Background: an optimization exercise with open tools, aiming at small area, a short achievable clock period and few clock cycles per item. Do not read the settings as production practice. The RTL was checked by simulation tests, not by an equivalence proof against the original design.

==> run K <==
// crc_frame_decoder
module crc_frame_decoder (
    input  wire         clk,
    input  wire         rst,
    input  wire         in_valid,
    output wire         in_ready,
    input  wire [159:0] in_frame,
    output wire         out_valid,
    output wire [1:0]   out_status,    
    output wire [31:0]  out_crc,       
    output wire [7:0]   out_model,     
    output wire [1:0]   out_alg,
    output wire [1:0]   out_filt,
    output wire [31:0]  out_x,
    output wire [31:0]  out_y,
    output wire [31:0]  out_z
);
==> flow/config.mk <==
export PLATFORM = sky130hd
export DESIGN_NAME = crc_frame_decoder
export DESIGN_NICKNAME = crc_frame_decoder
export VERILOG_FILES = /design/flow/design.v
export SDC_FILE = /design/flow/constraint.sdc
export NUM_CORES = 4
export LEC_CHECK = 0
export CAP_MARGIN = 0
export CORE_MARGIN = 2
export CORE_UTILIZATION = 70
export GPL_ROUTABILITY_DRIVEN = 0
export SETUP_SLACK_MARGIN = 1.5
export SLEW_MARGIN = 0
export SYNTH_HIERARCHICAL = 1
export SYNTH_MINIMUM_KEEP_SIZE = 0
==> flow/constraint.sdc <==
create_clock -name core_clock -period 5.0 [get_ports {clk}]
set_input_delay 1.0000 -clock core_clock [delete_from_list [all_inputs] [get_ports {clk}]]
set_output_delay 1.0000 -clock core_clock [all_outputs]
set_load 0.01 [all_outputs]
standard.sh (not shown) runs the stock make flow with config.mk's settings and CLKGATE_MAP_FILE= SYNTH_SCRIPT=/design/flow/synth_recipe.tcl, a recipe that flattens the netlist after the stock synthesis.
==> flow/flow/run.sh <==
#!/bin/bash
set -euo pipefail
bash standard.sh \
  "BUFFER_PORTS_ARGS=-buffer_cell sky130_fd_sc_hd__buf_1" \
  "CTS_ARGS=-sink_clustering_enable -repair_clock_nets -dont_use_dummy_load -buf_list sky130_fd_sc_hd__clkbuf_8" \
  finish > standard_make.log 2>&1
==> inputs of run D, as changes to run K <==
--- a/flow/design.v
+++ b/flow/design.v
@@ -873,16 +873,34 @@
             8'd12: begin alg = 2'd3; filt = 2'd0; end
             8'd13: begin alg = 2'd3; filt = 2'd1; end
             8'd14: begin alg = 2'd3; filt = 2'd2; end
             default: begin alg = 2'd0; filt = 2'd0; end
         endcase
     end
-    wire ok = (crc_q == rx_q);
+    wire [31:0] eq;
+    wire [7:0]  eq_n;
+    wire [3:0]  eq_a;
+    wire        bad;
+    wire        st0;
+    genvar k;
+    generate
+        for (k = 0; k < 32; k = k + 1) begin : g_eq
+            crc_xnor2 u_eq (.a(crc_q[k]), .b(rx_q[k]), .y(eq[k]));
+        end
+        for (k = 0; k < 8; k = k + 1) begin : g_n
+            crc_nand4 u_n (.a(eq[4*k]), .b(eq[4*k+1]), .c(eq[4*k+2]), .d(eq[4*k+3]), .y(eq_n[k]));
+        end
+        for (k = 0; k < 4; k = k + 1) begin : g_a
+            crc_nor2 u_a (.a(eq_n[2*k]), .b(eq_n[2*k+1]), .y(eq_a[k]));
+        end
+    endgenerate
+    crc_nand4 u_bad (.a(eq_a[0]), .b(eq_a[1]), .c(eq_a[2]), .d(eq_a[3]), .y(bad));
+    crc_nor2  u_st0 (.a(bad), .b(drive_q), .y(st0));
     assign in_ready   = 1'b1;
     assign out_valid  = valid_q;
-    assign out_status = !ok ? 2'd2 : drive_q ? 2'd0 : 2'd1;
+    assign out_status = {bad, st0};
     assign out_crc    = crc_q;
     assign out_model  = model_q;
     assign out_alg    = alg;
     assign out_filt   = filt;
     assign out_x      = xyz_q[95:64];
     assign out_y      = xyz_q[63:32];
@@ -891,6 +909,12 @@
 module crc_xor2 (input wire a, input wire b, output wire y);
     assign y = a ^ b;
 endmodule
 module crc_xnor2 (input wire a, input wire b, output wire y);
     assign y = ~(a ^ b);
 endmodule
+module crc_nand4 (input wire a, input wire b, input wire c, input wire d, output wire y);
+    assign y = ~(a & b & c & d);
+endmodule
+module crc_nor2 (input wire a, input wire b, output wire y);
+    assign y = ~(a | b);
+endmodule
CORE_UTILIZATION = 60   (was 70)
SETUP_SLACK_MARGIN = 1.85   (was 1.5)
==> inputs of run G, as changes to run K <==
--- a/flow/design.v
+++ b/flow/design.v
@@ -873,16 +873,34 @@
             8'd12: begin alg = 2'd3; filt = 2'd0; end
             8'd13: begin alg = 2'd3; filt = 2'd1; end
             8'd14: begin alg = 2'd3; filt = 2'd2; end
             default: begin alg = 2'd0; filt = 2'd0; end
         endcase
     end
-    wire ok = (crc_q == rx_q);
+    wire [31:0] eq;
+    wire [7:0]  eq_n;
+    wire [3:0]  eq_a;
+    wire        bad;
+    wire        st0;
+    genvar k;
+    generate
+        for (k = 0; k < 32; k = k + 1) begin : g_eq
+            crc_xnor2 u_eq (.a(crc_q[k]), .b(rx_q[k]), .y(eq[k]));
+        end
+        for (k = 0; k < 8; k = k + 1) begin : g_n
+            crc_nand4 u_n (.a(eq[4*k]), .b(eq[4*k+1]), .c(eq[4*k+2]), .d(eq[4*k+3]), .y(eq_n[k]));
+        end
+        for (k = 0; k < 4; k = k + 1) begin : g_a
+            crc_nor2 u_a (.a(eq_n[2*k]), .b(eq_n[2*k+1]), .y(eq_a[k]));
+        end
+    endgenerate
+    crc_nand4 u_bad (.a(eq_a[0]), .b(eq_a[1]), .c(eq_a[2]), .d(eq_a[3]), .y(bad));
+    crc_nor2  u_st0 (.a(bad), .b(drive_q), .y(st0));
     assign in_ready   = 1'b1;
     assign out_valid  = valid_q;
-    assign out_status = !ok ? 2'd2 : drive_q ? 2'd0 : 2'd1;
+    assign out_status = {bad, st0};
     assign out_crc    = crc_q;
     assign out_model  = model_q;
     assign out_alg    = alg;
     assign out_filt   = filt;
     assign out_x      = xyz_q[95:64];
     assign out_y      = xyz_q[63:32];
@@ -891,6 +909,12 @@
 module crc_xor2 (input wire a, input wire b, output wire y);
     assign y = a ^ b;
 endmodule
 module crc_xnor2 (input wire a, input wire b, output wire y);
     assign y = ~(a ^ b);
 endmodule
+module crc_nand4 (input wire a, input wire b, input wire c, input wire d, output wire y);
+    assign y = ~(a & b & c & d);
+endmodule
+module crc_nor2 (input wire a, input wire b, output wire y);
+    assign y = ~(a | b);
+endmodule
SETUP_SLACK_MARGIN = 1.7   (was 1.5)
==> results.ini <==
[status]
status = finished clean

[finish]
final-nonclk-buf-share_pct = 9.80
fin_nets = 1560

[pwr]
intPower_mw = 3.70

[setup_path]
crit_path_end = crc_q[15]$_DFF_P_

[logic_synthesis]
yosysTopAreaCellShare_pct = 61.4
syn_avg_cell_area_um2 = 10.5

[route]
wl_per_cell_um = 24.0
wl_met3_um = 3920

[global_routing]
grt_pass1_wl_um = 54400

[clocking]
cts_resized = 23

Source of the figures above: run D

==> results.ini <==
[status]
status = finished clean

[global_routing]
grt_pass1_wl_um = 55300

[clocking]
cts_resized = 2
cts_root_buffer = clkbuf_8

[pwr]
p_leak_nw = 5.61
intPower_mw = 3.67

[timing]
setup_slack_ns = 1.46
period_needed_ns = 3.54

[logic_synthesis]
syn_avg_cell_area_um2 = 10.5
yosysTopAreaCellShare_pct = 62.4

[setup_path]
crit_path_end = crc_q[18]$_DFF_P_

[placement]
dp_cells = 1583

[finish]
final-nonclk-buf-share_pct = 9.98

[route]
wl_per_cell_um = 24.9
wl_met3_um = 5530

[floorplanning]
chipHeight_um = 130

Source of the figures above: run K

==> results.ini <==
[global_routing]
grt_pass1_wl_um = 54700

[pwr]
swShare_pct = 47.8

[setup_path]
crit_path_end = crc_q[15]$_DFF_P_

[clocking]
cts_tree = yes
cts_resized = 12

[finish]
final-nonclk-buf-share_pct = 9.43
fin_nets = 1551
buffers_excl_clock = 316

[timing]
hold_violations = 0

[logic_synthesis]
synthTopCellsByArea = xor2_1 61%, dfxtp_1 31%, xnor2_1 4.0%, nand4_1 0.62%, ha_1 0.56%
yosysWarnings = 7
yosysTopAreaCellShare_pct = 61.4
syn_avg_cell_area_um2 = 10.5

[route]
wl_met3_um = 5290
wl_per_cell_um = 25.5

[status]
status = finished clean

Source of the figures above: run G

Testbench counts of run K, summed over its fixed seeds: cycles 3,208, items 3,200.
Testbench counts of run D, summed over its fixed seeds: cycles 3,208, items 3,200.
Testbench counts of run G, summed over its fixed seeds: cycles 3,208, items 3,200.

==> inputs of v37 <==
Starting RTL as in the previous note.
clock: 5.0 ns
lec_check: 0
cap_margin: 0
core_margin: 2
core_utilization: 70
setup_slack_margin: 1.5
slew_margin: 0
synth_hierarchical: 1
synth_minimum_keep_size: 0
Scripts as last shown in full above: flow/flow/run.sh
==> v16 (differences from v37) <==
--- a/flow/design.v
+++ b/flow/design.v
@@ -874,14 +874,32 @@
             8'd13: begin alg = 2'd3; filt = 2'd1; end
             8'd14: begin alg = 2'd3; filt = 2'd2; end
             default: begin alg = 2'd0; filt = 2'd0; end
         endcase
     end
-    wire ok = (crc_q == rx_q);
+    wire [31:0] eq;
+    wire [7:0]  eq_n;
+    wire [3:0]  eq_a;
+    wire        bad;
+    wire        st0;
+    genvar k;
+    generate
+        for (k = 0; k < 32; k = k + 1) begin : g_eq
+            crc_xnor2 u_eq (.a(crc_q[k]), .b(rx_q[k]), .y(eq[k]));
+        end
+        for (k = 0; k < 8; k = k + 1) begin : g_n
+            crc_nand4 u_n (.a(eq[4*k]), .b(eq[4*k+1]), .c(eq[4*k+2]), .d(eq[4*k+3]), .y(eq_n[k]));
+        end
+        for (k = 0; k < 4; k = k + 1) begin : g_a
+            crc_nor2 u_a (.a(eq_n[2*k]), .b(eq_n[2*k+1]), .y(eq_a[k]));
+        end
+    endgenerate
+    crc_nand4 u_bad (.a(eq_a[0]), .b(eq_a[1]), .c(eq_a[2]), .d(eq_a[3]), .y(bad));
+    crc_nor2  u_st0 (.a(bad), .b(drive_q), .y(st0));
     assign in_ready   = 1'b1;
     assign out_valid  = valid_q;
-    assign out_status = !ok ? 2'd2 : drive_q ? 2'd0 : 2'd1;
+    assign out_status = {bad, st0};
     assign out_crc    = crc_q;
     assign out_model  = model_q;
     assign out_alg    = alg;
     assign out_filt   = filt;
     assign out_x      = xyz_q[95:64];
@@ -892,5 +910,11 @@
     assign y = a ^ b;
 endmodule
 module crc_xnor2 (input wire a, input wire b, output wire y);
     assign y = ~(a ^ b);
 endmodule
+module crc_nand4 (input wire a, input wire b, input wire c, input wire d, output wire y);
+    assign y = ~(a & b & c & d);
+endmodule
+module crc_nor2 (input wire a, input wire b, output wire y);
+    assign y = ~(a | b);
+endmodule
--- a/flow/config.mk
+++ b/flow/config.mk
@@ -5,10 +5,11 @@
 export SDC_FILE = /design/flow/constraint.sdc
 export NUM_CORES = 4
 export LEC_CHECK = 0
 export CAP_MARGIN = 0
 export CORE_MARGIN = 2
-export CORE_UTILIZATION = 70
-export SETUP_SLACK_MARGIN = 1.5
+export CORE_UTILIZATION = 60
+export GPL_ROUTABILITY_DRIVEN = 0
+export SETUP_SLACK_MARGIN = 1.7
 export SLEW_MARGIN = 0
 export SYNTH_HIERARCHICAL = 1
 export SYNTH_MINIMUM_KEEP_SIZE = 0
==> flow_summary.ini <==
[run_status]
status = timing/DRC/antenna clean

[timing]
finalHoldWorstSlack_ns = 0.623
period_needed_ns = 3.53

[pwr]
peakVddDrop_v = 0.000285

[logic_synthesis]
netlist_instances = 1050
synth_compound_area_share_pct = 0.452
synth_xor_area_share_pct = 65.5
synthTopCellsByArea = xor2_1, dfxtp_1, xnor2_1

[worst_setup_path]
cp-endpoint = crc_q[15]
crit_path_cell_trace = buf_1 -> xor2_1 -> xor2_1 -> xor2_1 -> xor2_2 -> xor2_1 -> xor2_1 -> xor2_1
critPathLaunch = in_frame[134]
cp_data_arrival_time_ns = 3.92

[floorplan]
start_util_pct = 72.3
std_cell_rows = 45
n_tap_cell = 211

[placed_design]
hpwl_um = 35200

[clocking]
path_clk_slew_ns = 0.08

[cells_and_area]
multi_input_area_share_pct = 59.1

[grt]
grt_pass1_wl_um = 58300
track_usage_pct = 49.6
[end of results for v37]
==> flow_summary.ini <==
[logic_synthesis]
synthTopCellsByArea = xor2_1, dfxtp_1, xnor2_1
netlist_instances = 1052
synth_xor_area_share_pct = 65.4
synth_compound_area_share_pct = 0.407

[worst_setup_path]
critPathLaunch = in_frame[155]
cp-endpoint = crc_q[6]
slowest_stage = xor2_2
cp_data_arrival_time_ns = 3.65

[grt]
track_usage_pct = 39.0
grt_pass1_wl_um = 54200

[placed_design]
hpwl_um = 33500

[floorplan]
std_cell_rows = 49
n_tap_cell = 229

[timing]
finalHoldWorstSlack_ns = 0.623
period_needed_ns = 3.32

[clocking]
path_clk_slew_ns = 0.09

[cells_and_area]
multi_input_area_share_pct = 59.4

[detailed_routing]
dr.pass1.iters = 5

[run_status]
status = timing/DRC/antenna clean

[pwr]
peakVddDrop_v = 0.000417
[end of results for v16]
Testbench counts of v37, summed over its fixed seeds: cycles 3,208, items 3,200.
Testbench counts of v16, summed over its fixed seeds: cycles 3,208, items 3,200.

==> re-timing with driven ports <==
Ports are ideal in the flow. The routed layouts listed here were re-timed in OpenROAD.
Step 1 sets driving cells, clkbuf_16 on the clock port and buf_2 on the other inputs (assumed; they add their load-dependent delay and slew).
Step 2 also shifts input and output timing later by t, the mid clock arrival at the registers, as if the neighbouring blocks saw the same clock.
Three values: ideal ports, drivers, drivers and shift; two values: the first two.
run	shift t [ns]	slack for setup (ns)	worst setup path after step 2	worst register clock-pin slew, ns	worst data-port slew with drivers (ns)
run K	0.501	1.463 / 1.477 / 0.976	input to register	0.10 / 0.10	0.05
run D	0.497	1.836 / 1.855 / 1.358	input to register	0.10 / 0.10	0.04
run G	0.504	1.593 / 1.616 / 1.112	input to register	0.10 / 0.10	0.06
v37	0.496	1.474 / 1.492 / 0.996	input to register	0.10 / 0.10	0.06
v16	0.499	1.682 / 1.696 / 1.197	input to register	0.10 / 0.10	0.05
After both steps every run listed still meets setup and hold. For run K, which loses most, drivers alone change the setup slack by +0.014 ns; drivers and shift together by -0.487 ns.
